From an optimization exercise on the open Yosys and OpenROAD flow, aimed at small area; shortcuts taken in it are not production practice.
Only simulation tests tie the RTL to the original design; equivalence was not proved.
Power and IR drop assume default switching activity.

==> inputs of run D <==
==> flow/design.v (excerpt) <==
module hevc_rtp_depkt #(
    parameter FU_MAX_FRAGS = 32,
    parameter FU_MAX_BYTES = 16384
) (
    input  wire        clk,
    input  wire        rst,
    input  wire        in_valid,
    input  wire [7:0]  in_data,
    input  wire        in_last,
    input  wire        cfg_donl,
    input  wire        cfg_dond,
    input  wire        dp_reset,
    output reg         d_valid,
    output wire [1:0]  d_kind,
    output wire        d_nalv,
    output wire        d_f,
    output wire [5:0]  d_type,
    output wire [5:0]  d_layer,
    output wire [2:0]  d_tid,
    output wire        d_donl,
    output wire        d_dond,
    output wire [15:0] d_len,
    output wire [15:0] d_off,
    output wire [15:0] d_cnt,
    output reg         r_valid,
    output reg  [3:0]  r_status,
    output wire [18:0] r_hdrlen,
    output wire        r_p,
    output wire        r_x,
    output wire [3:0]  r_cc,
    output wire        r_m,
    output wire [6:0]  r_pt,
    output wire [15:0] r_seq,
    output wire [31:0] r_ts,
    output wire [31:0] r_ssrc,
    output wire        r_nal_f,
    output wire [5:0]  r_nal_type,
    output wire [5:0]  r_nal_layer,
    output wire [2:0]  r_nal_tid,
    output wire [1:0]  r_pos,
    output wire [5:0]  r_nfrag,
    output wire [15:0] r_fragbytes
);
export LEC_CHECK = 0
export CAP_MARGIN = 20
export CORE_MARGIN = 2
export CORE_UTILIZATION = 40
export SLEW_MARGIN = 20
create_clock -name core_clock -period 12.0 [get_ports {clk}]
standard.sh (not shown) runs the stock make flow with config.mk's settings and CLKGATE_MAP_FILE= SYNTH_SCRIPT=/design/flow/synth_recipe.tcl, a recipe that flattens the netlist after the stock synthesis.
==> flow/flow/run.sh <==
#!/bin/bash
# Layout flow: the standard ORFS flow (standard.sh, unchanged synthesis),
# with the port buffers made of the smallest buffer cell and a coarser
# clock tree without dummy loads.
set -euo pipefail
bash standard.sh finish \
  "BUFFER_PORTS_ARGS=-buffer_cell sky130_fd_sc_hd__buf_1" \
  "CTS_ARGS=-sink_clustering_enable -repair_clock_nets -dont_use_dummy_load -sink_clustering_size 30 -sink_clustering_max_diameter 80" \
  > standard_flow.log 2>&1
==> run P: changes against run D <==
==> flow/flow/run.sh (replaced) <==
#!/bin/bash
# Layout flow: the standard ORFS flow (standard.sh, unchanged synthesis),
# with the port buffers made of the smallest buffer cell, a coarser clock
# tree without dummy loads, and power recovery (downsizing of gates off the
# critical paths) after global routing.
set -euo pipefail
bash standard.sh finish \
  "BUFFER_PORTS_ARGS=-buffer_cell sky130_fd_sc_hd__buf_1" \
  "CTS_ARGS=-sink_clustering_enable -repair_clock_nets -dont_use_dummy_load -sink_clustering_size 30 -sink_clustering_max_diameter 80" \
  "RECOVER_POWER=100" \
  > standard_flow.log 2>&1
==> run M: changes against run D <==
==> flow/run.sh (new file) <==
#!/bin/bash
# synth_recipe.tcl (not shown) runs the flow's synth.tcl, then flattens the netlist and writes it again
# the make line also repeats each setting of config.mk as NAME=value (left out here)
make -C /OpenROAD-flow-scripts/flow DESIGN_CONFIG=/design/flow/config.mk WORK_HOME=/design/flow/orfs CLKGATE_MAP_FILE= SYNTH_SCRIPT=/design/flow/synth_recipe.tcl finish
- CTS_CLUSTER_DIAMETER: default -> 80
- CTS_CLUSTER_SIZE: default -> 30
removed: flow/flow/run.sh
removed: flow/standard.sh
==> qor summary <==
| quantity | run M | run D | run P |
|---|---|---|---|
| Status | complete, no violations | complete, no violations | finished with violations |
| Layout check failures | - | - | max-capacitance violations, max-slew violations |
| Time the worst path needs with I/O delays and setup | 7.58 ns | 7.13 ns | 9.03 ns |
| Average via count per standard cell | 5.27 | 5.42 | 5.42 |
| Number of clock buffer instances in the layout | 17 | 16 | 16 |
| Hold wc startpoint | hsr[55] | hsr[11] | hsr[11] |
| Met2 Track Usage GR | 32.8% | 31.2% | 31.2% |
| FF-to-FF setup slack | 4.70 ns | 5.02 ns | 2.97 ns |
| Multi-input gate share of the layout cell area | 30.9% | 34.3% | 34.0% |
| Total routed wire length on the met1 layer | 13800 um | 13800 um | 13600 um |
| Non-clock buffer area fraction after layout | 15.3% | 6.97% | 6.64% |
| Crit path required time | 9.60 ns | 9.60 ns | 12.29 ns |
| Seq/total area | 46.2% | 51.3% | 51.8% |
| Stages on worst setup path | 13 | 13 | 23 |
| Post-DP Area | 15200 um^2 | 13800 um^2 | 13800 um^2 |
| Footprint of the multi-input gates | 4860 um^2 | 4860 um^2 | 4770 um^2 |
| Internal Power | 1460 uW | 1360 uW | 1360 uW |
| Non-Filler Cell Area, Final | 15700 um^2 | 14200 um^2 | 14000 um^2 |
| Clk pwr | 609 uW | 518 uW | 516 uW |
| Setup Crit Path Kind | flop to output port | flop to output port | flop to flop |
| WL met3 | 1790 um | 1840 um | 2050 um |
| Clk slew on worst S/H paths | 0.10 ns | 0.11 ns | 0.11 ns |
| Worst-case clock skew | 0.0462 ns | 0.0840 ns | 0.0860 ns |
| Post-layout nets | 1309 | 1312 | 1312 |
| Worst endpoint data arrival time | 5.18 ns | 4.73 ns | 9.31 ns |
| Half-perimeter wire length after detailed placement | 23600 um | 23500 um | 23500 um |

## port drivers added, routing unchanged
The results above use ideal ports. As a check the final layouts listed here were re-extracted and re-timed, cells and wires unchanged.
Step 1 (the two cells are an assumption about what drives the block):
set clk [get_ports {clk}]
set_driving_cell -lib_cell sky130_fd_sc_hd__clkbuf_16 $clk
set_driving_cell -lib_cell sky130_fd_sc_hd__buf_2 [delete_from_list [all_inputs] $clk]
Step 2 also shifts input and output timing later by t, the mid clock arrival at the registers, as if the neighbouring blocks saw the same clock.
a / b / c = ideal ports / drivers / drivers and shift; a / b = the first two.
run	shift t [ns]	setup slack, ns	worst setup path after step 2
run D	0.537	4.873 / 4.828 / 5.016	register to register
run P	0.538	2.973 / 2.973 / 2.973	register to register
run M	0.551	4.417 / 4.369 / 4.484	input to register
